Context: an optimization exercise on an open-source flow, tuned for small area, a short achievable clock period and few clock cycles per item. The choices shown serve that exercise and are no tape-out recipe. In this exercise RTL edits were held to simulation tests only and were not proved equivalent to the original. Power is estimated from default activity; no workload was simulated.

$ cat flow/config.mk
export PLATFORM = sky130hd
export DESIGN_NAME = bpp_codec
export DESIGN_NICKNAME = bpp_codec
export VERILOG_FILES = /design/flow/design.v
export SDC_FILE = /design/flow/constraint.sdc
export NUM_CORES = 4
export LEC_CHECK = 0
export CAP_MARGIN = 20
export CORE_MARGIN = 2
export CORE_UTILIZATION = 40
export SLEW_MARGIN = 20
$ cat flow/design.v
module bpp_codec (
    input  wire        clk,
    input  wire        rst,
    input  wire        cmd_valid,
    output wire        cmd_ready,
    input  wire        cmd_unpack,
    input  wire [1:0]  cmd_fam,
    input  wire [5:0]  cmd_bw,
    input  wire [31:0] cmd_init,
    input  wire        in_valid,
    output wire        in_ready,
    input  wire [31:0] in_data,
    output wire        out_valid,
    input  wire        out_ready,
    output wire [31:0] out_data,
    output reg         res_valid,
    output reg  [2:0]  res_err,
    output reg  [5:0]  res_bw,
    output reg  [31:0] res_seed,
    output reg  [7:0]  res_count,
    output reg  [5:0]  res_nrec
);
    localparam T_P = 2'd0;    
    localparam T_U = 2'd1;    
    localparam T_X = 2'd2;    
    function [31:0] lomask;   
        input [5:0] n;
        integer b;
        begin
            for (b = 0; b < 32; b = b + 1) lomask[b] = (b < n);
        end
    endfunction
    reg  [1023:0] ring;
    reg  [4:0]    ph;                  
    wire [31:0]   tap = ring[31:0];
    wire [4:0]    wa  = ph - 5'd1;     
    wire          l2_we;
    reg  [31:0]   l2_d;
    always @(posedge clk) begin
        ring[1023:992] <= ring[31:0];
        ring[991:960]  <= l2_we ? l2_d : ring[1023:992];
        ring[959:0]    <= ring[991:32];
    end
    always @(posedge clk) begin
        if (rst) ph <= 5'd0;
        else     ph <= ph + 5'd1;
    end
    reg [31:0] q0, q1, q2;
    reg [1:0]  qn;
    reg        in_rdy;
    reg        i_valid;
    reg        i_unpack;
    reg [1:0]  i_fam;
    reg [5:0]  i_bw;
    reg [31:0] i_init;
    reg [2:0]  i_err;
    reg [5:0]  i_pu;         
    reg        u_init_pend;  
    reg        cmd_rdy;
    reg        l_valid;
    reg        l_u;
    reg [1:0]  l_fam;
    reg [5:0]  l_bw;         
    reg [5:0]  l_pu;
    reg [5:0]  l_j;
    reg [4:0]  l_p;          
    reg [6:0]  l_need;       
    reg [31:0] v_r;
    reg        lb_valid, lb_first, lb_last, lb_u;
    reg [1:0]  lb_fam;
    reg [5:0]  lb_bw;
    reg [31:0] l_prev;       
    reg [31:0] or_acc;
    reg        l_zero;
    reg        l2_valid, l2_first, l2_tag, l2_gap, l2_hit;
    reg [4:0]  l2_addr;
    reg [4:0]  l_base;
    reg        rn_valid;
    reg [1:0]  rn_type;
    reg [1:0]  rn_fam;
    reg [5:0]  rn_bw;
    reg        rn_bwv, rn_auto;
    reg [4:0]  rn_base;
    reg        e_valid;
    reg [1:0]  e_type;
    reg [1:0]  e_fam;
    reg [5:0]  e_bw;
    reg        e_bwv;
    reg        e_auto;
    reg [2:0]  e_err;
    reg [4:0]  e_addr;
    reg        e_hit;
    reg [5:0]  e_j;
    reg [4:0]  e_p;
    reg [4:0]  e_amt;
    reg        rd_prev, rd_prev_first;
    reg        b_valid;
    reg [1:0]  b_type;
    reg [1:0]  b_fam;
    reg [5:0]  b_bw;
    reg [2:0]  b_err;
    reg        b_first, b_last, b_cross;
    reg [4:0]  b_p;
    reg [31:0] rot_reg;
    reg [31:0] acc;
    reg [31:0] seed_e;
    reg        o0_full, o0_tok, o0_last;
    reg [31:0] o0_d;
    reg        o1_full, o1_tok, o1_last;
    reg [31:0] o1_d;
    reg        out_vld;
    reg [1:0]  rp_type;
    reg [1:0]  rp_fam;
    reg [5:0]  rp_bw;
    reg [2:0]  rp_err;
    reg [31:0] rp_seed;
    assign cmd_ready = cmd_rdy;
    wire cmd_fire = cmd_valid & cmd_rdy;
    wire [2:0] cmd_err = (cmd_bw > 6'd32) ? 3'd3 :
                         (cmd_unpack && cmd_bw == 6'd0) ? 3'd4 : 3'd0;
    wire own_l = (l_pu != 6'd0);
    wire own_i = ~own_l & (i_pu != 6'd0);
    assign in_ready = in_rdy;
    wire push = in_valid & in_rdy;
    wire q0v = (qn != 2'd0);
    wire q1v = qn[1];
    wire live = e_valid & (e_type != T_X) & ~l2_tag & ~rd_prev;
    assign l2_we = l2_valid & ~live &
                   (l2_first ? ~(l2_gap & rd_prev_first) : l2_hit);
    wire lb_fire = lb_valid & (~l2_valid | l2_we) & (~lb_last | ~rn_valid);
    wire        l_span = (l_need > 7'd32);
    wire        l_adv  = l_need[5] | l_need[6];
    wire        l1_fire = l_valid & (l_j != 6'd32) & q0v & (~l_u | ~l_span | q1v) &
                          (~lb_valid | lb_fire);
    wire        q_pop  = l1_fire & (~l_u | l_adv);
    wire        l_first = (l_j == 6'd0);
    wire [31:0] lo_p   = lomask({1'b0, l_p});
    wire [31:0] merge  = (q0 & ~lo_p) | (q1 & lo_p);
    wire [63:0] mm     = {merge, merge} >> l_p;
    wire [31:0] umask  = l_u ? lomask(l_bw) : 32'hFFFF_FFFF;
    wire [31:0] vm     = mm[31:0] & umask;
    wire [31:0] v_nx   = (l_u & (l_fam == 2'd3)) ? {vm[0], vm[31:1] ^ {31{vm[0]}}} : vm;
    wire [31:0] psub   = (l_fam == 2'd0) ? 32'd0 :
                         (l_fam == 2'd1) ? 32'd1 :
                         (l_first ? q0 : v_r);
    wire [31:0] ubase  = (l_fam == 2'd0) ? 32'd0 :
                         (l_fam == 2'd1) ? 32'd1 : i_init;
    wire        famd_b = lb_fam[1];
    wire [32:0] add_s  = {1'b0, v_r} + {1'b0, l_prev} + {32'd0, ~lb_u};
    wire        lt     = ~add_s[32];
    wire [31:0] tf     = (lb_fam == 2'd3) ? {add_s[30:0] ^ {31{lt}}, lt} : add_s[31:0];
    wire [31:0] wd     = lb_u ? add_s[31:0] : ((famd_b & lb_first) ? v_r : tf);
    wire        zero_fin = (lb_first ? 1'b0 : l_zero) | (~lb_u & (lb_fam == 2'd1) & lt);
    wire [31:0] sm1 = or_acc | {1'b0, or_acc[31:1]};
    wire [31:0] sm2 = sm1 | {2'b0, sm1[31:2]};
    wire [31:0] sm4 = sm2 | {4'b0, sm2[31:4]};
    wire [31:0] sm8 = sm4 | {8'b0, sm4[31:8]};
    wire [31:0] sm  = sm8 | {16'b0, sm8[31:16]};      
    wire [32:0] top = {1'b0, sm} & ~{2'b0, sm[31:1]};  
    reg  [5:0]  enc_bw;
    integer k;
    always @(*) begin
        enc_bw = {5'd0, ~sm[0]};
        for (k = 0; k < 32; k = k + 1)
            if (top[k]) enc_bw = enc_bw | (k[5:0] + 6'd1);
    end
    wire       e_first = (e_j == 6'd0);
    wire [5:0] bw_now = (e_auto & ~e_bwv) ? enc_bw : e_bw;
    wire [6:0] need   = e_first ? {1'b0, bw_now} : ({2'b00, e_p} + {1'b0, e_bw});
    wire       adv    = need[5] | need[6];
    wire b_fire;
    wire a_ok     = ~b_valid | b_fire;
    wire a_fire_r = e_valid & (e_type != T_X) & e_hit & a_ok;
    wire a_fire_x = e_valid & (e_type == T_X) & a_ok;
    wire a_fire   = a_fire_r | a_fire_x;
    wire e_last   = (e_type == T_X) | (e_j == 6'd31);
    wire e_free   = ~e_valid | (a_fire & e_last);
    wire        raw0   = e_first & e_fam[1];
    wire [31:0] pmask  = (e_auto | raw0 | (e_type == T_U)) ? 32'hFFFF_FFFF : lomask(e_bw);
    wire [31:0] xa     = tap & pmask;
    wire [63:0] xx     = {xa, xa} >> e_amt;
    wire b_out     = (b_type != T_P) | b_cross;
    wire last_pend = (o0_full & o0_last) | (o1_full & o1_last);
    assign b_fire  = b_valid & (~b_out | ~o1_full) &
                     ~(b_out & b_last & (last_pend | res_valid));
    wire ins       = b_fire & b_out;
    wire [31:0] pc    = (b_first & b_fam[1]) ? 32'd0 : rot_reg;
    wire [31:0] lo_b  = lomask({1'b0, b_p});
    wire [31:0] wf    = (b_first ? 32'd0 : acc) | (pc & ~lo_b);
    wire [31:0] sp    = pc & lo_b;
    wire [31:0] bd    = (b_type == T_U) ? rot_reg : wf;
    wire        b_tok = (b_type == T_X);
    wire o_consume = o0_full & ~res_valid & (o0_tok | out_ready);
    wire o_shift   = o_consume & o1_full;          
    wire o0_take   = ins & (o0_full ? (o_consume & ~o1_full) : 1'b1);
    wire o1_take   = ins & ~o0_take;
    wire o0_full_n = o_shift | o0_take | (o0_full & ~o_consume);
    wire o1_full_n = o1_take | (o1_full & ~o_consume);
    wire o0_tok_n  = o_shift ? o1_tok : (o0_take ? b_tok : o0_tok);
    wire res_n     = o_consume & o0_last;
    assign out_valid = out_vld;
    assign out_data  = o0_d;
    wire l_last_fire = l1_fire & (l_j == 6'd31);
    wire i_ok    = (i_err == 3'd0);
    wire i_to_l  = i_valid & i_ok & (~l_valid | (l_j == 6'd32) | l_last_fire);
    wire i_to_r  = i_valid & ~i_ok & ~l_valid & ~lb_valid & ~rn_valid & e_free;
    wire hand    = lb_fire & lb_last;                  
    wire [1:0] h_type = lb_u ? T_U : (zero_fin ? T_X : T_P);
    wire hand_r  = hand & e_free;                      
    wire hand_n  = hand & ~e_free;                     
    wire rn_to_r = rn_valid & e_free;
    wire e_load  = hand_r | rn_to_r | i_to_r;
    wire [4:0] base_n = rn_to_r ? rn_base : l_base;
    wire [5:0] l_pu_n = l_pu - {5'd0, push & own_l};
    wire [5:0] i_pu_n = i_pu - {5'd0, push & own_i};
    wire       i_valid_n = cmd_fire | (i_valid & ~(i_to_l | i_to_r));
    wire [5:0] i_pu_nx   = cmd_fire ? ((cmd_err != 3'd0) ? 6'd0 : (cmd_unpack ? cmd_bw : 6'd32)) :
                           (i_to_l | i_to_r) ? 6'd0 : i_pu_n;
    wire [5:0] l_pu_nx   = i_to_l ? i_pu_n : l_pu_n;
    wire       uip_n     = (i_to_l & i_unpack) | (u_init_pend & ~(l1_fire & l_u & l_first));
    wire [1:0] qn_pop    = qn - {1'b0, q_pop};
    wire [1:0] qn_n      = qn_pop + {1'b0, push};
    wire [31:0] qa = q_pop ? q1 : q0;
    wire [31:0] qb = q_pop ? q2 : q1;
    always @(posedge clk) begin
        q0 <= (push && qn_pop == 2'd0) ? in_data : qa;
        q1 <= (push && qn_pop == 2'd1) ? in_data : qb;
        q2 <= (push && qn_pop == 2'd2) ? in_data : q2;
        if (cmd_fire) begin
            i_unpack <= cmd_unpack;
            i_fam    <= cmd_fam;
            i_bw     <= cmd_bw;
            i_init   <= cmd_init;
            i_err    <= cmd_err;
        end
        if (i_to_l) begin
            l_u    <= i_unpack;
            l_fam  <= i_fam;
            l_bw   <= i_bw;
            l_p    <= 5'd0;
            l_need <= i_unpack ? {1'b0, i_bw} : 7'd0;
        end else if (l1_fire & l_u) begin
            l_p    <= l_need[4:0];
            l_need <= {2'b00, l_need[4:0]} + {1'b0, l_bw};
        end
        if (l1_fire) begin
            v_r      <= v_nx;
            lb_first <= l_first;
            lb_last  <= (l_j == 6'd31);
            lb_u     <= l_u;
            lb_fam   <= l_fam;
            lb_bw    <= l_bw;
        end
        if (lb_fire) begin
            or_acc <= lb_first ? tf : (or_acc | tf);
            l_zero <= zero_fin;
            l2_d   <= wd;
            l2_first <= lb_first;
            l2_gap   <= lb_u | (lb_bw == 6'd32);
        end
        if (l1_fire & ~l_u)
            l_prev <= ~psub;
        else if (l1_fire & l_first)
            l_prev <= ubase;
        else if (lb_fire & lb_u & famd_b)
            l_prev <= add_s[31:0];
        if (l2_we) begin
            l2_addr <= ph;
            if (l2_first) l_base <= wa;
        end
        l2_hit <= l2_we | (ph == l2_addr);
        if (hand_n) begin
            rn_type <= h_type;
            rn_fam  <= lb_fam;
            rn_bw   <= lb_bw;
            rn_bwv  <= lb_u | (lb_bw != 6'd0);
            rn_auto <= ~lb_u & (lb_bw == 6'd0);
            rn_base <= l_base;
        end else if (rn_valid & ~rn_bwv) begin
            rn_bw   <= enc_bw;
            rn_bwv  <= 1'b1;
        end
        if (e_load) begin
            e_j   <= 6'd0;
            e_p   <= 5'd0;
            e_amt <= 5'd0;
            e_addr <= base_n;
            e_hit  <= (ph + 5'd1 == base_n);
        end else begin
            if (a_fire) begin
                e_j    <= e_j + 6'd1;
                e_addr <= e_addr + 5'd1;
                if (e_type == T_P) begin
                    e_p   <= need[4:0];
                    e_amt <= 5'd0 - need[4:0];
                end
            end
            e_hit <= a_fire_r | (ph + 5'd1 == e_addr);
        end
        if (rn_to_r) begin
            e_type <= rn_type;
            e_fam  <= rn_fam;
            e_bw   <= rn_bwv ? rn_bw : enc_bw;
            e_auto <= rn_auto;
            e_err  <= (rn_type == T_X) ? 3'd5 : 3'd0;
        end else if (hand_r) begin
            e_type <= h_type;
            e_fam  <= lb_fam;
            e_bw   <= lb_bw;
            e_auto <= ~lb_u & (lb_bw == 6'd0);
            e_err  <= (h_type == T_X) ? 3'd5 : 3'd0;
        end else if (i_to_r) begin
            e_type <= T_X;
            e_fam  <= i_fam;
            e_bw   <= 6'd0;
            e_auto <= 1'b0;
            e_err  <= i_err;
        end else if (e_valid & ~e_bwv) begin
            e_bw   <= enc_bw;
        end
        rd_prev       <= a_fire_r;
        rd_prev_first <= a_fire_r & e_first;
        if (a_fire) begin
            b_type  <= e_type;
            b_fam   <= e_fam;
            b_bw    <= bw_now;
            b_err   <= e_err;
            b_first <= e_first;
            b_last  <= e_last;
            b_cross <= adv;
            b_p     <= e_p;
            rot_reg <= xx[31:0];
        end
        if (b_fire & (b_type == T_P)) begin
            acc <= b_cross ? sp : wf;
            if (b_first) seed_e <= b_fam[1] ? rot_reg : 32'd0;
        end
        if (o_shift)
            o0_d <= o1_d;
        else if (o0_take)
            o0_d <= bd;
        if (o_shift)
            o0_last <= o1_last;
        else if (o0_take)
            o0_last <= b_last;
        o0_tok <= o0_tok_n;
        if (o1_take) begin
            o1_d    <= bd;
            o1_tok  <= b_tok;
            o1_last <= b_last;
        end
        if (ins & b_last) begin
            rp_type <= b_type;
            rp_fam  <= b_fam;
            rp_bw   <= (b_type == T_X) ? 6'd0 : b_bw;
            rp_err  <= b_err;
            rp_seed <= (b_type == T_P) ? seed_e : 32'd0;
        end
    end
    always @(posedge clk) begin
        if (rst) begin
            qn          <= 2'd0;
            in_rdy      <= 1'b0;
            i_valid     <= 1'b0;
            i_pu        <= 6'd0;
            u_init_pend <= 1'b0;
            cmd_rdy     <= 1'b0;
            l_valid     <= 1'b0;
            l_pu        <= 6'd0;
            l_j         <= 6'd0;
            lb_valid    <= 1'b0;
            l2_valid    <= 1'b0;
            l2_tag      <= 1'b0;
            rn_valid    <= 1'b0;
            e_valid     <= 1'b0;
            e_bwv       <= 1'b0;
            b_valid     <= 1'b0;
            o0_full     <= 1'b0;
            o1_full     <= 1'b0;
            out_vld     <= 1'b0;
            res_valid   <= 1'b0;
        end else begin
            qn      <= qn_n;
            in_rdy  <= (qn_n != 2'd3) & ((l_pu_nx != 6'd0) | (i_pu_nx != 6'd0));
            i_valid     <= i_valid_n;
            i_pu        <= i_pu_nx;
            u_init_pend <= uip_n;
            cmd_rdy     <= ~i_valid_n & ~uip_n;
            l_pu <= l_pu_nx;
            if (i_to_l) begin
                l_valid <= 1'b1;
                l_j     <= 6'd0;
            end else begin
                if (l1_fire)
                    l_j <= l_j + 6'd1;
                if (l_last_fire | (l_j == 6'd32))
                    l_valid <= 1'b0;
            end
            if (l1_fire)
                lb_valid <= 1'b1;
            else if (lb_fire)
                lb_valid <= 1'b0;
            if (lb_fire)
                l2_valid <= 1'b1;
            else if (l2_we)
                l2_valid <= 1'b0;
            if (lb_fire)
                l2_tag <= hand_r;
            else if (rn_to_r)
                l2_tag <= 1'b1;
            if (hand_n)
                rn_valid <= 1'b1;
            else if (rn_to_r)
                rn_valid <= 1'b0;
            if (e_load) begin
                e_valid <= 1'b1;
                e_bwv   <= hand_r ? (lb_u | (lb_bw != 6'd0)) : 1'b1;
            end else begin
                if (a_fire & e_last)
                    e_valid <= 1'b0;
                if (e_valid)
                    e_bwv <= 1'b1;
            end
            if (a_fire)
                b_valid <= 1'b1;
            else if (b_fire)
                b_valid <= 1'b0;
            o0_full   <= o0_full_n;
            o1_full   <= o1_full_n;
            res_valid <= res_n;
            out_vld   <= o0_full_n & ~o0_tok_n & ~res_n;
        end
    end
    always @(*) begin
        res_err   = rp_err;
        res_bw    = rp_bw;
        res_seed  = rp_seed;
        res_count = ((rp_type == T_U) && (rp_fam == 2'd2)) ? 8'd32 : {rp_bw, 2'b00};
        res_nrec  = ((rp_type == T_U) && rp_fam[0]) ? 6'd32 : 6'd0;
    end
endmodule
$ cat flow/run.sh
#!/bin/bash
# synth_recipe.tcl (not shown) runs the flow's synth.tcl, then flattens the netlist and writes it again
# the make line also repeats each setting of config.mk as NAME=value (left out here)
make -C /OpenROAD-flow-scripts/flow DESIGN_CONFIG=/design/flow/config.mk WORK_HOME=/design/flow/orfs CLKGATE_MAP_FILE= SYNTH_SCRIPT=/design/flow/synth_recipe.tcl finish
$ cat flow/constraint.sdc
create_clock -name core_clock -period 11.0 [get_ports {clk}]
set_input_delay 2.2000 -clock core_clock [delete_from_list [all_inputs] [get_ports {clk}]]
set_output_delay 2.2000 -clock core_clock [all_outputs]
set_load 0.01 [all_outputs]
==> parameters.txt, run 1 <==
Parameter                              Value

Detailed routing
  Residual DRC    0
  First-pass iteration count of the detailed router    6
  Via count normalized by instance count    5.02
  Routed wl met3    6160 um
  Total wire length    119,000 um
  Met1 wire length    55,200 um
  Starting DRT DRC Count    2,379
  Total via count after detailed routing    32,300
  Routed WL per cell    18.5 um
  Routed wire length on met2    54,700 um
  Antenna violation net count after detailed routing    0
  Top layer reached by signal wires    met4

CTS
  # Post-CTS Setup Buffers    0
  Later-pin clock latency in the skew report    0.80 ns
  Clock tree sinks    1,661
  Clk Tree Root Cell    sky130_fd_sc_hd__clkbuf_16
  Post-CTS resize count    0
  Largest buffer count on any clock path    3
  TritonCTS clock tree    done
  Count of hold buffers inserted by post-cts repair    0
  Total clock buffers created by CTS    163
  H-tree Lvls    4
  Clock Pin Slew Worst Setup and Hold Paths    0.06 ns

Worst setup path
  Stage delay of the slowest cell on the critical path    0.71 ns
  Crit path capture type    primary output
  Crit Path Max Fanout    4
  Top Family by Delay on Critical Path    simple AND/OR/NAND/NOR gates
  Cell type of the slowest stage on the worst timing path    sky130_fd_sc_hd__nor4bb_2
  Endpoint arrival time on the critical path    2.78 ns
  Series of cell instances along the critical path    nor4bb_2 -> buf_4 -> or2_2 -> clkdlybuf4s50_1
  Critical path buffer and inverter count    2
  Classification of the worst setup path    reg -> out
  Setup crit start kind    register
  Worst path required time    8.80 ns

Synthesis
  Cell Area, Synth    0.0560 mm^2
  Distinct cell type count of the synthesized netlist    95
  Post-synthesis instance total    4,255
  Avg Cell Area, Syn    13.2 um^2
  Sequential area share after synthesis    0.696
  Synth async-reset ratio    0
  Top FF cell, synth    sky130_fd_sc_hd__dfxtp_1
  Post-synth EDFFs    571
  FF+latch count, synth    1,661
  Yosys warning total    1

STA
  Layout Skew    0.0577 ns
  TNS Setup    0 ns
  Highest attainable clock frequency    0.201 GHz
  Pins Over Slew Limit    0
  Slew at the pin closest to its max-slew limit    1.05 ns
  Final hold violations    0
  Relative slew slack    0.302
  Unrepaired setup endpoints after global routing    false
  Final number of setup-violating endpoints    0
  Final Cycle Share    0.453
  Post-route minimum period    4.98 ns
  Final Worst Setup Slack    6.02 ns

Global route
  Global-route wire length before repair    184,000 um
  Antenna violations before repair    5
  GRT Total Usage    0.166
  Vias in the first global route    31,100
  Largest net degree at the start of global routing    71
  Overall overflow remaining after global route    0

Final layout
  Fill count    12,300
  Sequential cell area in the final layout    0.0390 mm^2
  Final Net Count    4,557
  Register containing the most flip-flops in the final layout    ring
  Relative area change from synthesis to final layout    16.7%
  Leading cell type in the layout, fill and taps excluded    sky130_fd_sc_hd__dfxtp_1
  Layout cell share with drive strength beyond 1    0.122
  Commonest cells after routing, fill and taps aside    sky130_fd_sc_hd__dfxtp_1, sky130_fd_sc_hd__edfxtp_1, sky130_fd_sc_hd__nand2_1, sky130_fd_sc_hd__nor2_1, sky130_fd_sc_hd__o21ai_0
  Final core utilization    0.470
  Max reg flops    1,024
  Summed area of non-filler cells in the final layout    0.0654 mm^2
  Multi-input combinational cell area    0.0159 mm^2

Power
  Static Leak    0.0244 uW
  Total power draw    13,200 uW
  Power per cell area    202 mW/mm^2
  Worst vdd rail ir drop    0.137 mV

Floorplan
  Floorplan die width    378 um
  Core ar.    0.139 mm^2
  Number of cell rows    137
  Top Ports    169
  Die Outline Area    0.143 mm^2
  Initial cell density of the core    0.402
  Height of the chip    378 um

Place
  Pre-CTS WS    6.10 ns
  Final weighted congestion of routability-driven global placement    0.899
  Post-Place Cell Area    0.0596 mm^2
  Post-DP HPWL    83,200 um
  Input/output buffers    161

Outcome
  Status  no timing/DRC/antenna violations

Min path
  Tightest Hold Check Type    reg -> reg

Flow run
  Maximum Capacitance Violations    0
## stage by stage
stage | instances | hold slack, ns
3_3_place_gp | 6130 | 0.310
4_1_cts | 6436 | 0.268
6_report | 6439 | 0.269
5_1_grt | 6437 | 0.280
2_1_floorplan | 4261 | 0.310
3_5_place_dp | 6131 | 0.312
## metal layers
layer / vias to the layer above / track usage
li1: 15700 / -
met1: 15500 / 0.228
met2: 935 / 0.264
met3: 197 / 0.0300
met4: 0 / 0.0598
met5: - / 0
## path summary, 6_finish.rpt
| kind | start | end | slack (ns) | cells past startpoint |
|---|---|---|---|---|
| setup / recovery | rp_type[1] | res_count[5] | 6.02 | 4 |
| hold / removal | ring[880] | ring[848] | 0.27 | 0 |
| hold reg to reg | ring[880] | ring[848] | 0.27 | 0 |
| setup reg to reg | e_type[1] | q1[4] | 6.46 | 12 |
## power by group
group          internal [uW]  switching [uW]
clock                   3370            2380
combinational            377             531
sequential              6460            82.9
total                  10200            2990
## area by class of cell
cell class                 count  area share
tap                         1876      0.0359
clock buffer                 224      0.0706
multi-input combinational   2290       0.243
clock inverter                81      0.0176
inverter                      85     0.00488
sequential                  1661       0.596
timing repair buffer         219      0.0314
antenna                        3    0.000115
## cells in the mapped netlist, types with 10 or more instances
master                     count  share of area
sky130_fd_sc_hd__nand2_1     324          0.022
sky130_fd_sc_hd__mux4_2       30          0.012
sky130_fd_sc_hd__o31ai_1      13         0.0017
sky130_fd_sc_hd__xor2_1       81          0.013
sky130_fd_sc_hd__nor4_1       10         0.0011
sky130_fd_sc_hd__buf_4        10         0.0013
sky130_fd_sc_hd__mux2i_1     163          0.029
sky130_fd_sc_hd__o21ai_0     190          0.017
sky130_fd_sc_hd__nand3_1      65         0.0058
sky130_fd_sc_hd__a211o_1      11         0.0017
sky130_fd_sc_hd__edfxtp_1    571           0.31
sky130_fd_sc_hd__ha_1         55          0.012
sky130_fd_sc_hd__a221oi_1     39         0.0061
sky130_fd_sc_hd__a221o_1      20         0.0036
sky130_fd_sc_hd__inv_1        75         0.0050
sky130_fd_sc_hd__nor2b_1      32         0.0036
sky130_fd_sc_hd__mux2_2      155          0.031
sky130_fd_sc_hd__o211ai_1     15         0.0020
sky130_fd_sc_hd__o21a_1       17         0.0023
sky130_fd_sc_hd__nor3_1       30         0.0027
sky130_fd_sc_hd__and2_1       91          0.010
sky130_fd_sc_hd__a21oi_1     179          0.016
sky130_fd_sc_hd__nand4_1      21         0.0023
sky130_fd_sc_hd__and3_1       22         0.0025
sky130_fd_sc_hd__or3_1        11         0.0012
sky130_fd_sc_hd__or2_2        11         0.0012
sky130_fd_sc_hd__a31oi_1      51         0.0057
sky130_fd_sc_hd__buf_1        20         0.0013
sky130_fd_sc_hd__buf_2        21         0.0019
sky130_fd_sc_hd__o221ai_1     16         0.0025
sky130_fd_sc_hd__o21ai_1      21         0.0019
sky130_fd_sc_hd__a21boi_0     16         0.0021
sky130_fd_sc_hd__o22ai_1      45         0.0050
sky130_fd_sc_hd__o32ai_1      12         0.0019
sky130_fd_sc_hd__clkbuf_1    171          0.011
sky130_fd_sc_hd__a32oi_1      20         0.0031
sky130_fd_sc_hd__nand2b_1     25         0.0028
sky130_fd_sc_hd__xnor2_1      59         0.0092
sky130_fd_sc_hd__a21o_1       17         0.0023
sky130_fd_sc_hd__a211oi_1     39         0.0052
sky130_fd_sc_hd__a22oi_1      42         0.0056
sky130_fd_sc_hd__nor2_1      224          0.015
sky130_fd_sc_hd__dfxtp_1    1090           0.39
## kinds of logic (layout without fill, tap and decap cells)
logic type      count (synthesis)  in the layout  synth area share
flops                        1661           1661             0.696
simple gates                  897            897            0.0745
compound gates                839            839            0.0994
mux                           348            348            0.0724
buf+inv                       310            609            0.0223
xor+xnor                      140            140            0.0219
fa+ha+maj                      59             59            0.0137
other cells                     1             10         0.0000670
Testbench counts, summed over its fixed seeds: cycles 34,240, blocks 1,024.
==> inputs of run 2 (changes only) <==
--- a/flow/design.v
+++ b/flow/design.v
@@ -70,6 +70,7 @@
     reg [1:0]  lb_fam;
     reg [5:0]  lb_bw;
     reg [31:0] l_prev;       
+    reg        l_subz;       
     reg [31:0] or_acc;
     reg        l_zero;
     reg        l2_valid, l2_first, l2_tag, l2_gap, l2_hit;
@@ -93,7 +94,6 @@
     reg [5:0]  e_j;
     reg [4:0]  e_p;
     reg [4:0]  e_amt;
-    reg        rd_prev, rd_prev_first;
     reg        b_valid;
     reg [1:0]  b_type;
     reg [1:0]  b_fam;
@@ -109,11 +109,11 @@
     reg        o1_full, o1_tok, o1_last;
     reg [31:0] o1_d;
     reg        out_vld;
-    reg [1:0]  rp_type;
-    reg [1:0]  rp_fam;
     reg [5:0]  rp_bw;
     reg [2:0]  rp_err;
     reg [31:0] rp_seed;
+    reg [7:0]  rp_count;
+    reg        rp_nrec;
     assign cmd_ready = cmd_rdy;
     wire cmd_fire = cmd_valid & cmd_rdy;
     wire [2:0] cmd_err = (cmd_bw > 6'd32) ? 3'd3 :
@@ -124,9 +124,8 @@
     wire push = in_valid & in_rdy;
     wire q0v = (qn != 2'd0);
     wire q1v = qn[1];
-    wire live = e_valid & (e_type != T_X) & ~l2_tag & ~rd_prev;
-    assign l2_we = l2_valid & ~live &
-                   (l2_first ? ~(l2_gap & rd_prev_first) : l2_hit);
+    reg  live_r, okf_r;
+    assign l2_we = l2_valid & ~live_r & (l2_first ? okf_r : l2_hit);
     wire lb_fire = lb_valid & (~l2_valid | l2_we) & (~lb_last | ~rn_valid);
     wire        l_span = (l_need > 7'd32);
     wire        l_adv  = l_need[5] | l_need[6];
@@ -146,11 +145,11 @@
     wire [31:0] ubase  = (l_fam == 2'd0) ? 32'd0 :
                          (l_fam == 2'd1) ? 32'd1 : i_init;
     wire        famd_b = lb_fam[1];
-    wire [32:0] add_s  = {1'b0, v_r} + {1'b0, l_prev} + {32'd0, ~lb_u};
-    wire        lt     = ~add_s[32];
+    wire [32:0] add_s  = {1'b0, v_r} + {1'b0, l_prev};
+    wire        lt     = ~add_s[32] & ~l_subz;       
     wire [31:0] tf     = (lb_fam == 2'd3) ? {add_s[30:0] ^ {31{lt}}, lt} : add_s[31:0];
     wire [31:0] wd     = lb_u ? add_s[31:0] : ((famd_b & lb_first) ? v_r : tf);
-    wire        zero_fin = (lb_first ? 1'b0 : l_zero) | (~lb_u & (lb_fam == 2'd1) & lt);
+    wire        zero_fin = (lb_first ? 1'b0 : l_zero) | (~lb_u & (lb_fam == 2'd1) & (v_r == 32'd0));
     wire [31:0] sm1 = or_acc | {1'b0, or_acc[31:1]};
     wire [31:0] sm2 = sm1 | {2'b0, sm1[31:2]};
     wire [31:0] sm4 = sm2 | {4'b0, sm2[31:4]};
@@ -211,6 +210,12 @@
     wire rn_to_r = rn_valid & e_free;
     wire e_load  = hand_r | rn_to_r | i_to_r;
     wire [4:0] base_n = rn_to_r ? rn_base : l_base;
+    wire       e_valid_nx = e_load | (e_valid & ~(a_fire & e_last));
+    wire [1:0] e_type_nx  = rn_to_r ? rn_type : hand_r ? h_type : i_to_r ? T_X : e_type;
+    wire       l2_tag_nx  = lb_fire ? hand_r : (rn_to_r | l2_tag);
+    wire       l2_gap_nx  = lb_fire ? (lb_u | (lb_bw == 6'd32)) : l2_gap;
+    wire       live_nx    = e_valid_nx & (e_type_nx != T_X) & ~l2_tag_nx & ~a_fire_r;
+    wire       okf_nx     = ~(l2_gap_nx & a_fire_r & e_first);
     wire [5:0] l_pu_n = l_pu - {5'd0, push & own_l};
     wire [5:0] i_pu_n = i_pu - {5'd0, push & own_i};
     wire       i_valid_n = cmd_fire | (i_valid & ~(i_to_l | i_to_r));
@@ -220,12 +225,15 @@
     wire       uip_n     = (i_to_l & i_unpack) | (u_init_pend & ~(l1_fire & l_u & l_first));
     wire [1:0] qn_pop    = qn - {1'b0, q_pop};
     wire [1:0] qn_n      = qn_pop + {1'b0, push};
-    wire [31:0] qa = q_pop ? q1 : q0;
-    wire [31:0] qb = q_pop ? q2 : q1;
+    wire [31:0] q0_keep = q0v ? q0 : in_data;
+    wire [31:0] q0_pop  = qn[1] ? q1 : in_data;
+    wire [31:0] q1_keep = qn[1] ? q1 : in_data;
+    wire [31:0] q1_pop  = (qn == 2'd3) ? q2 : in_data;
+    wire        q2_hold = (qn == 2'd3);
     always @(posedge clk) begin
-        q0 <= (push && qn_pop == 2'd0) ? in_data : qa;
-        q1 <= (push && qn_pop == 2'd1) ? in_data : qb;
-        q2 <= (push && qn_pop == 2'd2) ? in_data : q2;
+        q0 <= q_pop ? q0_pop : q0_keep;
+        q1 <= q_pop ? q1_pop : q1_keep;
+        q2 <= (q2_hold & ~q_pop) ? q2 : in_data;
         if (cmd_fire) begin
             i_unpack <= cmd_unpack;
             i_fam    <= cmd_fam;
@@ -258,8 +266,10 @@
             l2_first <= lb_first;
             l2_gap   <= lb_u | (lb_bw == 6'd32);
         end
-        if (l1_fire & ~l_u)
-            l_prev <= ~psub;
+        if (l1_fire & ~l_u) begin
+            l_prev <= 32'd0 - psub;
+            l_subz <= (psub == 32'd0);
+        end
         else if (l1_fire & l_first)
             l_prev <= ubase;
         else if (lb_fire & lb_u & famd_b)
@@ -318,8 +328,7 @@
         end else if (e_valid & ~e_bwv) begin
             e_bw   <= enc_bw;
         end
-        rd_prev       <= a_fire_r;
-        rd_prev_first <= a_fire_r & e_first;
+        okf_r <= okf_nx;
         if (a_fire) begin
             b_type  <= e_type;
             b_fam   <= e_fam;
@@ -350,11 +359,12 @@
             o1_last <= b_last;
         end
         if (ins & b_last) begin
-            rp_type <= b_type;
-            rp_fam  <= b_fam;
-            rp_bw   <= (b_type == T_X) ? 6'd0 : b_bw;
-            rp_err  <= b_err;
-            rp_seed <= (b_type == T_P) ? seed_e : 32'd0;
+            rp_bw    <= (b_type == T_X) ? 6'd0 : b_bw;
+            rp_err   <= b_err;
+            rp_seed  <= (b_type == T_P) ? seed_e : 32'd0;
+            rp_count <= (b_type == T_X) ? 8'd0 :
+                        ((b_type == T_U) && (b_fam == 2'd2)) ? 8'd32 : {b_bw, 2'b00};
+            rp_nrec  <= (b_type == T_U) && b_fam[0];
         end
     end
     always @(posedge clk) begin
@@ -372,6 +382,7 @@
             l2_valid    <= 1'b0;
             l2_tag      <= 1'b0;
             rn_valid    <= 1'b0;
+            live_r      <= 1'b0;
             e_valid     <= 1'b0;
             e_bwv       <= 1'b0;
             b_valid     <= 1'b0;
@@ -408,6 +419,7 @@
                 l2_tag <= hand_r;
             else if (rn_to_r)
                 l2_tag <= 1'b1;
+            live_r <= live_nx;
             if (hand_n)
                 rn_valid <= 1'b1;
             else if (rn_to_r)
@@ -435,7 +447,7 @@
         res_err   = rp_err;
         res_bw    = rp_bw;
         res_seed  = rp_seed;
-        res_count = ((rp_type == T_U) && (rp_fam == 2'd2)) ? 8'd32 : {rp_bw, 2'b00};
-        res_nrec  = ((rp_type == T_U) && rp_fam[0]) ? 6'd32 : 6'd0;
+        res_count = rp_count;
+        res_nrec  = {rp_nrec, 5'd0};
     end
 endmodule
--- a/flow/config.mk
+++ b/flow/config.mk
@@ -8,4 +8,6 @@
 export CAP_MARGIN = 20
 export CORE_MARGIN = 2
 export CORE_UTILIZATION = 40
+export CTS_BUF_LIST = sky130_fd_sc_hd__clkbuf_4 sky130_fd_sc_hd__clkbuf_8
+export CTS_CLUSTER_SIZE = 20
 export SLEW_MARGIN = 20
==> run 2 against run 1 <==
Via count is 15% higher. Global-route usage rose by 2.3 points. Routed wire length increased by 19%. Critical endpoint is now v_r[11].
==> parameters.txt, run 2 <==
Parameter                              Value

STA
  Final hold violations    0
  Post-route minimum period    4.49 ns
  Final Worst Setup Slack    6.51 ns
  Final Cycle Share    0.408
  TNS Setup    0 ns
  Layout Skew    0.0750 ns
  Pins Over Slew Limit    0
  Relative slew slack    0.262
  Final number of setup-violating endpoints    0
  Unrepaired setup endpoints after global routing    false
  Highest attainable clock frequency    0.223 GHz
  Slew at the pin closest to its max-slew limit    1.11 ns

Worst setup path
  Stage delay of the slowest cell on the critical path    0.77 ns
  Setup crit start kind    register
  Crit path capture type    register
  Most numerous cell on the critical path    sky130_fd_sc_hd__a21oi_1
  Top Family by Delay on Critical Path    compound AO/OA/AOI/OAI gates
  Endpoint arrival time on the critical path    5.16 ns
  Crit Path Max Fanout    40
  Flop2flop setup slack    6.51 ns
  Worst path required time    11.67 ns
  Series of cell instances along the critical path    buf_4 -> nor2b_1 -> a2111oi_0 -> a211oi_1 -> a311oi_1 -> o311ai_2 -> a21oi_1 -> nor2_1 -> mux2i_1 -> a21oi_1
  Classification of the worst setup path    reg -> reg
  Critical path buffer and inverter count    1
  Cell type of the slowest stage on the worst timing path    sky130_fd_sc_hd__a2111oi_0

Floorplan
  Core ar.    0.144 mm^2
  Initial cell density of the core    0.403
  Floorplan die width    385 um
  Height of the chip    385 um
  Number of cell rows    139
  Top Ports    169
  Die Outline Area    0.148 mm^2

Synthesis
  Post-synthesis instance total    4,694
  Synth async-reset ratio    0
  Post-synth EDFFs    540
  Distinct cell type count of the synthesized netlist    105
  FF+latch count, synth    1,665
  Fraction of synthesized cell area in xor and xnor cells    0.0199
  Yosys warning total    1
  Most common library cells after synthesis    sky130_fd_sc_hd__dfxtp_1, sky130_fd_sc_hd__edfxtp_1, sky130_fd_sc_hd__nor2_1, sky130_fd_sc_hd__nand2_1, sky130_fd_sc_hd__a21oi_1
  Top area cells in the synthesized netlist    sky130_fd_sc_hd__dfxtp_1, sky130_fd_sc_hd__edfxtp_1, sky130_fd_sc_hd__nor2_1, sky130_fd_sc_hd__mux2_2, sky130_fd_sc_hd__mux2i_1
  Yosys top cell area share    0.388
  Arithmetic-cell share of the synthesized area counting full adders, half adders and majority gates    0.0133
  Share of synthesized cell area in and, or, nand and nor gates    0.0933
  Top-count cell post-synth    sky130_fd_sc_hd__dfxtp_1
  Largest family of logic cells by synthesized area    compound AO/OA/AOI/OAI gates
  Cell Area, Synth    0.0580 mm^2
  Mux contribution to synthesized area    0.0568
  Sequential area share after synthesis    0.668
  Complex-gate fraction of the synthesized area    0.123
  Yosys top cell by area    sky130_fd_sc_hd__dfxtp_1
  Avg Cell Area, Syn    12.4 um^2
  Top FF cell, synth    sky130_fd_sc_hd__dfxtp_1

CTS
  Count of hold buffers inserted by post-cts repair    0
  Later-pin clock latency in the skew report    0.97 ns
  Post-CTS resize count    0
  Clock Pin Slew Worst Setup and Hold Paths    0.06 ns
  Clock tree sinks    1,665
  Total clock buffers created by CTS    276
  Largest buffer count on any clock path    4
  Clk Tree Root Cell    sky130_fd_sc_hd__clkbuf_8
  TritonCTS clock tree    done
  # Post-CTS Setup Buffers    0
  H-tree Lvls    5

Global route
  GRT Total Usage    0.189
  Largest net degree at the start of global routing    67
  Global-route wire length before repair    216,000 um
  Antenna violations before repair    9
  Overall overflow remaining after global route    0
  Vias in the first global route    35,900

Final layout
  Leading cell type in the layout, fill and taps excluded    sky130_fd_sc_hd__dfxtp_1
  Relative area change from synthesis to final layout    15.6%
  Register containing the most flip-flops in the final layout    ring
  Final Net Count    5,073
  Commonest cells after routing, fill and taps aside    sky130_fd_sc_hd__dfxtp_1, sky130_fd_sc_hd__edfxtp_1, sky130_fd_sc_hd__nor2_1, sky130_fd_sc_hd__clkbuf_8, sky130_fd_sc_hd__nand2_1
  Max reg flops    1,024
  Final core utilization    0.466
  Layout cell share with drive strength beyond 1    0.143
  Fill count    12,800

Place
  Pre-CTS WS    6.24 ns
  Input/output buffers    161
  Final weighted congestion of routability-driven global placement    0.920
  Post-DP HPWL    99,000 um

Min path
  Tightest Hold Check Type    reg -> reg

Detailed routing
  Residual DRC    0
  Total wire length    142,000 um
  Starting DRT DRC Count    3,188
  Antenna violation net count after detailed routing    0
  Routed WL per cell    20.2 um
  First-pass iteration count of the detailed router    6
  Via count normalized by instance count    5.27
  Total via count after detailed routing    37,000

Power
  Worst vdd rail ir drop    0.0971 mV
  Power per cell area    195 mW/mm^2
  Static Leak    0.0252 uW

Flow run
  Maximum Capacitance Violations    0

Outcome
  Status  no timing/DRC/antenna violations
## run 2: cell type report
type / count / area (um^2) / share of cell area
clock inverter: 53 / 478 / 0.00713
antenna: 4 / 10.0 / 0.000149
multi-input combinational: 2672 / 17900 / 0.266
inverter: 100 / 375 / 0.00560
sequential: 1665 / 38700 / 0.578
clock buffer: 413 / 5170 / 0.0771
tap: 1903 / 2380 / 0.0355
timing repair buffer: 220 / 2050 / 0.0306
## run 2: where the power goes
group	internal, uW	total [uW]	switching [uW]	leakage, uW
combinational	382	984	601	0.00812
sequential	6480	6620	139	0.0141
clock	3180	5460	2280	0.00299
## run 2: final timing paths
| path | from | end | depth (start not counted) |
|---|---|---|---|
| min | ring[401] | ring[369] | 0 |
| max reg2reg | l_p[4] | v_r[11] | 10 |
| min reg2reg | ring[401] | ring[369] | 0 |
| max | l_p[4] | v_r[11] | 10 |
## run 2: through the flow
stage	instances	hold slack [ns]	power [uW]	instance area, um^2
after floorplan	4700	0.310	7360	58000
after global placement	6560	0.310	7710	61400
after global routing	7029	0.267	13600	67100
after CTS	7026	0.261	13200	67100
after detailed placement	6560	0.312	7720	61400
final	7030	0.257	13100	67100
## run 2: layer usage
layer	GRT usage	vias to the layer above	routed length (um)
met5	0	-	44
met4	0.0788	6	4730
met3	0.0395	265	8230
met2	0.302	1248	66100
met1	0.250	17900	62700
li1	-	17600	-
## run 2: kinds of logic after synthesis
group | after synthesis
flip-flops | 1665
AND/OR/NAND/NOR | 1148
AO/OA/AOI/OAI | 1046
buffers and inverters | 363
multiplexers | 279
XOR/XNOR | 132
adder cells (fa/ha/maj) | 60
other | 1
Testbench counts of run 2, summed over its fixed seeds: cycles 34,240, blocks 1,024.
==> inputs of run 3 (changes only) <==
--- a/flow/config.mk
+++ b/flow/config.mk
@@ -8,6 +8,4 @@
 export CAP_MARGIN = 20
 export CORE_MARGIN = 2
 export CORE_UTILIZATION = 40
-export CTS_BUF_LIST = sky130_fd_sc_hd__clkbuf_4 sky130_fd_sc_hd__clkbuf_8
-export CTS_CLUSTER_SIZE = 20
 export SLEW_MARGIN = 20
==> run 3 against run 2 <==
Sequential power hardly changed. Area after synthesis stayed put. Register-to-register slack worse by 0.02 ns. Clock power is 2% higher. Clock-buffer cell count is 188 lower. Combinational power hardly changed. Sequential cell count stayed put. Worst setup slack worse by 0.025 ns. Via count is 1.1% lower. Global-route usage is 0.16 points lower. Critical endpoint unchanged. Largest cell class unchanged.
==> parameters.txt, run 3 <==
Parameter                              Value

Outcome
  Status  no timing/DRC/antenna violations

Floorplan
  Initial cell density of the core    0.403
  Top Ports    169
  Height of the chip    385 um
  Core ar.    0.144 mm^2
  Number of cell rows    139
  Floorplan die width    385 um
  Die Outline Area    0.148 mm^2

STA
  TNS Setup    0 ns
  Final number of setup-violating endpoints    0
  Slew at the pin closest to its max-slew limit    1.09 ns
  Relative slew slack    0.277
  Layout Skew    0.0499 ns
  Final hold violations    0
  Highest attainable clock frequency    0.221 GHz
  Post-route minimum period    4.52 ns
  Pins Over Slew Limit    0
  Unrepaired setup endpoints after global routing    false
  Final Cycle Share    0.410

Worst setup path
  Endpoint arrival time on the critical path    5.00 ns
  Most numerous cell on the critical path    sky130_fd_sc_hd__a21oi_1
  Crit path capture type    register
  Flop2flop setup slack    6.48 ns
  Cell type of the slowest stage on the worst timing path    sky130_fd_sc_hd__dfxtp_2
  Setup crit start kind    register
  Stage delay of the slowest cell on the critical path    0.77 ns
  Crit Path Max Fanout    40
  Series of cell instances along the critical path    buf_4 -> nor2b_1 -> a2111oi_0 -> a211oi_1 -> a311oi_1 -> o311ai_2 -> a21oi_1 -> nor2_1 -> mux2i_1 -> a21oi_1
  Worst path required time    11.48 ns
  Classification of the worst setup path    reg -> reg

Final layout
  Final Net Count    4,957
  Relative area change from synthesis to final layout    15.4%
  Number of standard cells in the layout, taps in and fillers out    6,863
  Fill count    12,800
  Layout cell share with drive strength beyond 1    0.110
  Leading cell type in the layout, fill and taps excluded    sky130_fd_sc_hd__dfxtp_1
  Max reg flops    1,024
  Register containing the most flip-flops in the final layout    ring
  Sequential cell area in the final layout    0.0387 mm^2
  Commonest cells after routing, fill and taps aside    sky130_fd_sc_hd__dfxtp_1, sky130_fd_sc_hd__edfxtp_1, sky130_fd_sc_hd__nor2_1, sky130_fd_sc_hd__nand2_1, sky130_fd_sc_hd__a21oi_1
  Multi-input combinational cell area    0.0179 mm^2

Global route
  Largest net degree at the start of global routing    67
  Global-route wire length before repair    214,000 um
  GRT Total Usage    0.187
  Overall overflow remaining after global route    0
  Antenna violations before repair    7
  Vias in the first global route    34,900

Power
  Worst vdd rail ir drop    0.125 mV
  Total power draw    13,200 uW
  Static Leak    0.0249 uW
  Power per cell area    196 mW/mm^2

Synthesis
  Avg Cell Area, Syn    12.4 um^2
  Top area cells in the synthesized netlist    sky130_fd_sc_hd__dfxtp_1, sky130_fd_sc_hd__edfxtp_1, sky130_fd_sc_hd__nor2_1, sky130_fd_sc_hd__mux2_2, sky130_fd_sc_hd__mux2i_1
  Post-synth EDFFs    540
  Yosys warning total    1
  Top FF cell, synth    sky130_fd_sc_hd__dfxtp_1
  Distinct cell type count of the synthesized netlist    105
  Most common library cells after synthesis    sky130_fd_sc_hd__dfxtp_1, sky130_fd_sc_hd__edfxtp_1, sky130_fd_sc_hd__nor2_1, sky130_fd_sc_hd__nand2_1, sky130_fd_sc_hd__a21oi_1
  Yosys top cell by area    sky130_fd_sc_hd__dfxtp_1
  Top-count cell post-synth    sky130_fd_sc_hd__dfxtp_1
  Yosys top cell area share    0.388
  Post-synthesis instance total    4,694
  Cell Area, Synth    0.0580 mm^2
  Sequential area share after synthesis    0.668
  Synth async-reset ratio    0
  FF+latch count, synth    1,665

Place
  Cells after DPL    6,560
  Final weighted congestion of routability-driven global placement    0.920
  Post-DP HPWL    99,000 um
  Input/output buffers    161

Detailed routing
  Residual DRC    0
  Total wire length    141,000 um
  Routed WL per cell    20.5 um
  First-pass iteration count of the detailed router    5
  Via count normalized by instance count    5.34
  Starting DRT DRC Count    3,153
  Antenna violation net count after detailed routing    0
  Total via count after detailed routing    36,600

CTS
  Count of hold buffers inserted by post-cts repair    0
  # Post-CTS Setup Buffers    0
  Total clock buffers created by CTS    160
  Clock tree sinks    1,665
  Largest buffer count on any clock path    3
  Clock Pin Slew Worst Setup and Hold Paths    0.07 ns
  TritonCTS clock tree    done
  Post-CTS resize count    0
  H-tree Lvls    4
  Clk Tree Root Cell    sky130_fd_sc_hd__clkbuf_16
  Later-pin clock latency in the skew report    0.81 ns

Flow run
  Maximum Capacitance Violations    0

Min path
  Tightest Hold Check Type    reg -> reg
-- run 3: changes by cell type in the layout (fill, tap and decap cells not counted), sizes merged --
cell and delta:
inv +14, clkbuf -188, clkinv +13, diode -2, bufinv -2, clkinvlp -2
-- run 3: path summary, 6_finish.rpt --
| check | start | endpoint | cells past startpoint |
|---|---|---|---|
| setup / recovery | l_p[4] | v_r[11] | 10 |
| hold / removal | ring[424] | ring[392] | 0 |
| setup reg to reg | l_p[4] | v_r[11] | 10 |
| hold reg to reg | ring[424] | ring[392] | 0 |
-- run 3: where the power goes --
group	switching [uW]	internal, uW
combinational	600	382
sequential	139	6480
clock	2390	3160
-- run 3: cell families after synthesis --
kind of cell / after synthesis / synth area share
flip-flops: 1665 / 0.668
AND/OR/NAND/NOR: 1148 / 0.0933
AO/OA/AOI/OAI: 1046 / 0.123
buffers and inverters: 363 / 0.0256
multiplexers: 279 / 0.0568
XOR/XNOR: 132 / 0.0199
adder cells (fa/ha/maj): 60 / 0.0133
other: 1 / 0.0000647
-- run 3: through the flow --
stage,hold WS [ns],util,worst slack (ns),instance area (um^2)
6_report,0.296,0.466,6.48,67000
5_1_grt,0.310,0.465,6.14,67000
4_1_cts,0.284,0.465,6.57,66900
3_5_place_dp,0.312,0.427,6.24,61400
3_3_place_gp,0.310,0.427,6.26,61400
2_1_floorplan,0.310,-,5.59,58000
-- run 3: area by class of cell --
cell class	count	share of cell area
flip-flops and latches	1665	0.579
multi-input cells	2672	0.267
clock buffers	225	0.0696
well taps	1903	0.0356
repair buffers	220	0.0306
clock inverters	76	0.0131
inverters	100	0.00561
diodes	2	0.0000747
-- run 3: layer usage --
layer	share of wire	wire, um	track usage	vias up
li1	-	-	-	17400
met1	0.44	62300	0.251	17700
met2	0.47	65600	0.302	1221
met3	0.054	7540	0.0316	283
met4	0.037	5150	0.0759	6
met5	0.00036	50	0	-
-- run 3: critical path: cells and delay by family, from the launching register on --
| kind | cells | cell delay [ns] |
|---|---|---|
| flip-flops | 1 | 0.77 |
| multiplexers | 1 | 0.19 |
| buffers and inverters | 1 | 0.54 |
| AND/OR/NAND/NOR | 2 | 0.44 |
| AO/OA/AOI/OAI | 6 | 2.21 |
==> inputs of run 4 (changes only) <==
==> flow/flow/run.sh (new file) <==
#!/bin/bash
set -euo pipefail
export BUFFER_PORTS_ARGS="-buffer_cell sky130_fd_sc_hd__buf_4"
bash standard.sh > flow_make.log 2>&1
==> flow/standard.sh (new file) <==
#!/bin/bash
# synth_recipe.tcl (not shown) runs the flow's synth.tcl, then flattens the netlist and writes it again
# the make line also repeats each setting of config.mk as NAME=value (left out here)
make -C /OpenROAD-flow-scripts/flow DESIGN_CONFIG=/design/flow/config.mk WORK_HOME=/design/flow/orfs CLKGATE_MAP_FILE= SYNTH_SCRIPT=/design/flow/synth_recipe.tcl "${@:-finish}"
removed: flow/run.sh
==> run 4 against run 3 <==
Worst setup slack better by 0.12 ns. Area after synthesis is the same. Global-route usage decreased by 0.067 points. Sequential power is essentially flat. Die area is the same. Clock skew about the same. Sequential share of layout area is 0.088 points higher. Total power rose by 1.8%. First-iteration DRC count up 7.5%. Register-to-register slack better by 0.12 ns. Routed wire length fell by 0.21%. Clock power grew 4.5%. Critical path type unchanged. Critical endpoint is now v_r[4]. Largest cell class unchanged. Largest power group unchanged.
==> parameters.txt, run 4 <==
Parameter                              Value

Detailed routing
  Antenna violation net count after detailed routing    0
  Total wire length    140,000 um
  Via count normalized by instance count    5.32
  Residual DRC    0
  Routed WL per cell    20.4 um
  Total via count after detailed routing    36,500
  First-pass iteration count of the detailed router    7
  Starting DRT DRC Count    3,391

CTS
  H-tree Lvls    4
  # Post-CTS Setup Buffers    0
  Count of hold buffers inserted by post-cts repair    0
  Clock Pin Slew Worst Setup and Hold Paths    0.06 ns
  Clock tree sinks    1,665
  TritonCTS clock tree    done
  Post-CTS resize count    0
  Total clock buffers created by CTS    161
  Later-pin clock latency in the skew report    0.80 ns
  Largest buffer count on any clock path    3
  Clk Tree Root Cell    sky130_fd_sc_hd__clkbuf_16

STA
  Relative slew slack    0.267
  Highest attainable clock frequency    0.227 GHz
  Unrepaired setup endpoints after global routing    false
  Final Cycle Share    0.400
  Worst Hold Slack    0.302 ns
  Slew at the pin closest to its max-slew limit    1.10 ns
  Final hold violations    0
  Pins Over Slew Limit    0
  TNS Setup    0 ns
  Final number of setup-violating endpoints    0
  Layout Skew    0.0497 ns
  Post-route minimum period    4.40 ns
  Final Worst Setup Slack    6.60 ns

Synthesis
  Yosys warning total    1
  Distinct cell type count of the synthesized netlist    105
  Yosys top cell by area    sky130_fd_sc_hd__dfxtp_1
  Top FF cell, synth    sky130_fd_sc_hd__dfxtp_1
  Synth async-reset ratio    0
  Avg Cell Area, Syn    12.4 um^2
  Cell Area, Synth    0.0580 mm^2
  Top area cells in the synthesized netlist    sky130_fd_sc_hd__dfxtp_1, sky130_fd_sc_hd__edfxtp_1, sky130_fd_sc_hd__nor2_1, sky130_fd_sc_hd__mux2_2, sky130_fd_sc_hd__mux2i_1
  Sequential area share after synthesis    0.668
  Top-count cell post-synth    sky130_fd_sc_hd__dfxtp_1
  Yosys top cell area share    0.388
  Post-synth EDFFs    540
  Post-synthesis instance total    4,694
  FF+latch count, synth    1,665
  Most common library cells after synthesis    sky130_fd_sc_hd__dfxtp_1, sky130_fd_sc_hd__edfxtp_1, sky130_fd_sc_hd__nor2_1, sky130_fd_sc_hd__nand2_1, sky130_fd_sc_hd__a21oi_1

Floorplan
  Initial cell density of the core    0.403
  Top Ports    169
  Core ar.    0.144 mm^2
  Die Outline Area    0.148 mm^2
  Height of the chip    385 um
  Floorplan die width    385 um
  Number of cell rows    139

Final layout
  Commonest cells after routing, fill and taps aside    sky130_fd_sc_hd__dfxtp_1, sky130_fd_sc_hd__edfxtp_1, sky130_fd_sc_hd__nor2_1, sky130_fd_sc_hd__nand2_1, sky130_fd_sc_hd__buf_4
  Leading cell type in the layout, fill and taps excluded    sky130_fd_sc_hd__dfxtp_1
  Final Net Count    4,962
  Layout cell share with drive strength beyond 1    0.144
  Relative area change from synthesis to final layout    15.3%
  Max reg flops    1,024
  Number of diodes added for antenna fixing    0
  Register containing the most flip-flops in the final layout    ring

Worst setup path
  Classification of the worst setup path    reg -> reg
  Stage delay of the slowest cell on the critical path    0.72 ns
  Crit path capture type    register
  Endpoint arrival time on the critical path    4.96 ns
  Flop2flop setup slack    6.60 ns
  Cell type of the slowest stage on the worst timing path    sky130_fd_sc_hd__nor2_1
  Series of cell instances along the critical path    buf_4 -> nor2_1 -> o311ai_0 -> a311oi_1 -> o311ai_2 -> nand3_2 -> nor2_1 -> mux2i_1 -> o21a_1
  Worst path required time    11.56 ns
  Crit Path Max Fanout    59
  Most numerous cell on the critical path    sky130_fd_sc_hd__nor2_1
  Setup crit start kind    register

Place
  Final weighted congestion of routability-driven global placement    0.914
  Input/output buffers    161
  Post-DP HPWL    99,400 um
  Pre-CTS WS    6.66 ns

Power
  Power per cell area    200 mW/mm^2
  Combinational share of power    0.073
  Switching share of total power    0.234
  Worst vdd rail ir drop    0.119 mV
  Part of the total power dissipated in the clock network    0.433
  Power Internal    10,300 uW
  Sequential fraction of design power    0.494
  Static Leak    0.0252 uW
  Net switching power    3130 uW

Global route
  Antenna violations before repair    6
  Global-route wire length before repair    213,000 um
  Overall overflow remaining after global route    0
  Vias in the first global route    34,800
  GRT Total Usage    0.187
  Largest net degree at the start of global routing    67

Min path
  Tightest Hold Check Type    reg -> reg

Outcome
  Status  no timing/DRC/antenna violations

Flow run
  Maximum Capacitance Violations    0
-- run 4: cell counts after synthesis --
Identical to the previous run, type by type.
-- run 4: layer usage --
layer	part of all wire	GRT usage	wire (um)
met1	0.44	0.252	62200
met2	0.47	0.300	65500
met3	0.056	0.0330	7840
met4	0.035	0.0711	4870
met5	0	0	0
-- run 4: final cells by class --
cell class | count | area [um^2]
clock buffer | 217 | 4680
clock inverter | 84 | 1120
fill | 12800 | 77000
inverter | 100 | 375
multi-input combinational | 2672 | 17900
sequential | 1665 | 38700
tap | 1903 | 2380
timing repair buffer | 224 | 1690
-- run 4: worst paths after layout --
path	start	endpoint	depth (start not counted)
max	l_p[4]	v_r[4]	9
min reg2reg	ring[107]	ring[75]	0
max reg2reg	l_p[4]	v_r[4]	9
min	ring[107]	ring[75]	0
-- run 4: per-stage QoR --
stage | instances | power, uW | util | instance area [um^2]
floorplan | 4700 | 7360 | - | 58000
global placement | 6563 | 7700 | 0.424 | 61000
detailed placement | 6564 | 7700 | 0.424 | 61100
CTS | 6865 | 13500 | 0.465 | 66900
global route | 6865 | 13900 | 0.465 | 66900
finish | 6865 | 13400 | 0.465 | 66900
-- run 4: kinds of logic after synthesis --
logic type,count (synthesis),synth area share
DFF,1665,0.668
and+or+nand+nor,1148,0.0933
AOI/OAI and AO/OA,1046,0.123
buffers and inverters,363,0.0256
muxes,279,0.0568
xor gates and xnor gates,132,0.0199
adders and majority gates,60,0.0133
other,1,0.0000647
-- run 4: power by group through the flow --
stage / logic (uW) / registers (uW) / clock network [uW]
floorplan: 685 / 6670 / 0
global placement: 954 / 6740 / 0
detailed placement: 957 / 6750 / 0
CTS: 962 / 6610 / 5940
global route: 1060 / 6620 / 6180
finish: 971 / 6620 / 5800
-- run 4: critical path, delay by kind of cell, from the launching register on --
family                 cells  cell delay, ns
and+or+nand+nor            3            1.32
DFF                        1            0.53
muxes                      1            0.17
AOI/OAI and AO/OA          4            1.48
buffers and inverters      1            0.61

## re-timing with driven ports
How much do the figures lean on ideal ports? The routed layouts below were timed once more, with nothing changed but the port constraints.
Step 1 assumes that a clkbuf_16 drives the clock port and a buf_2 every other input.
Step 2 moves the port delays by t, midway between the first and last clock arrival at a register: inputs arrive t later, outputs are due t later. That takes back most of the time a late clock gives input paths.
Slacks: ideal ports / drivers / drivers and shift; pairs: ideal ports / drivers.
| run | shift t [ns] | setup slack, ns | worst setup path at the end |
|---|---|---|---|
| run 1 | 0.851 | 6.015 / 5.943 / 6.109 | input to register |
| run 2 | 1.014 | 6.510 / 6.510 / 6.269 | input to register |
| run 3 | 0.855 | 6.485 / 6.485 / 6.240 | input to register |
| run 4 | 0.853 | 6.601 / 6.601 / 6.601 | register to register |
After both steps every run listed still meets setup and hold. The setup slack of run 3, which loses most, moves by 0.000 ns with the drivers and by -0.245 ns with both steps.
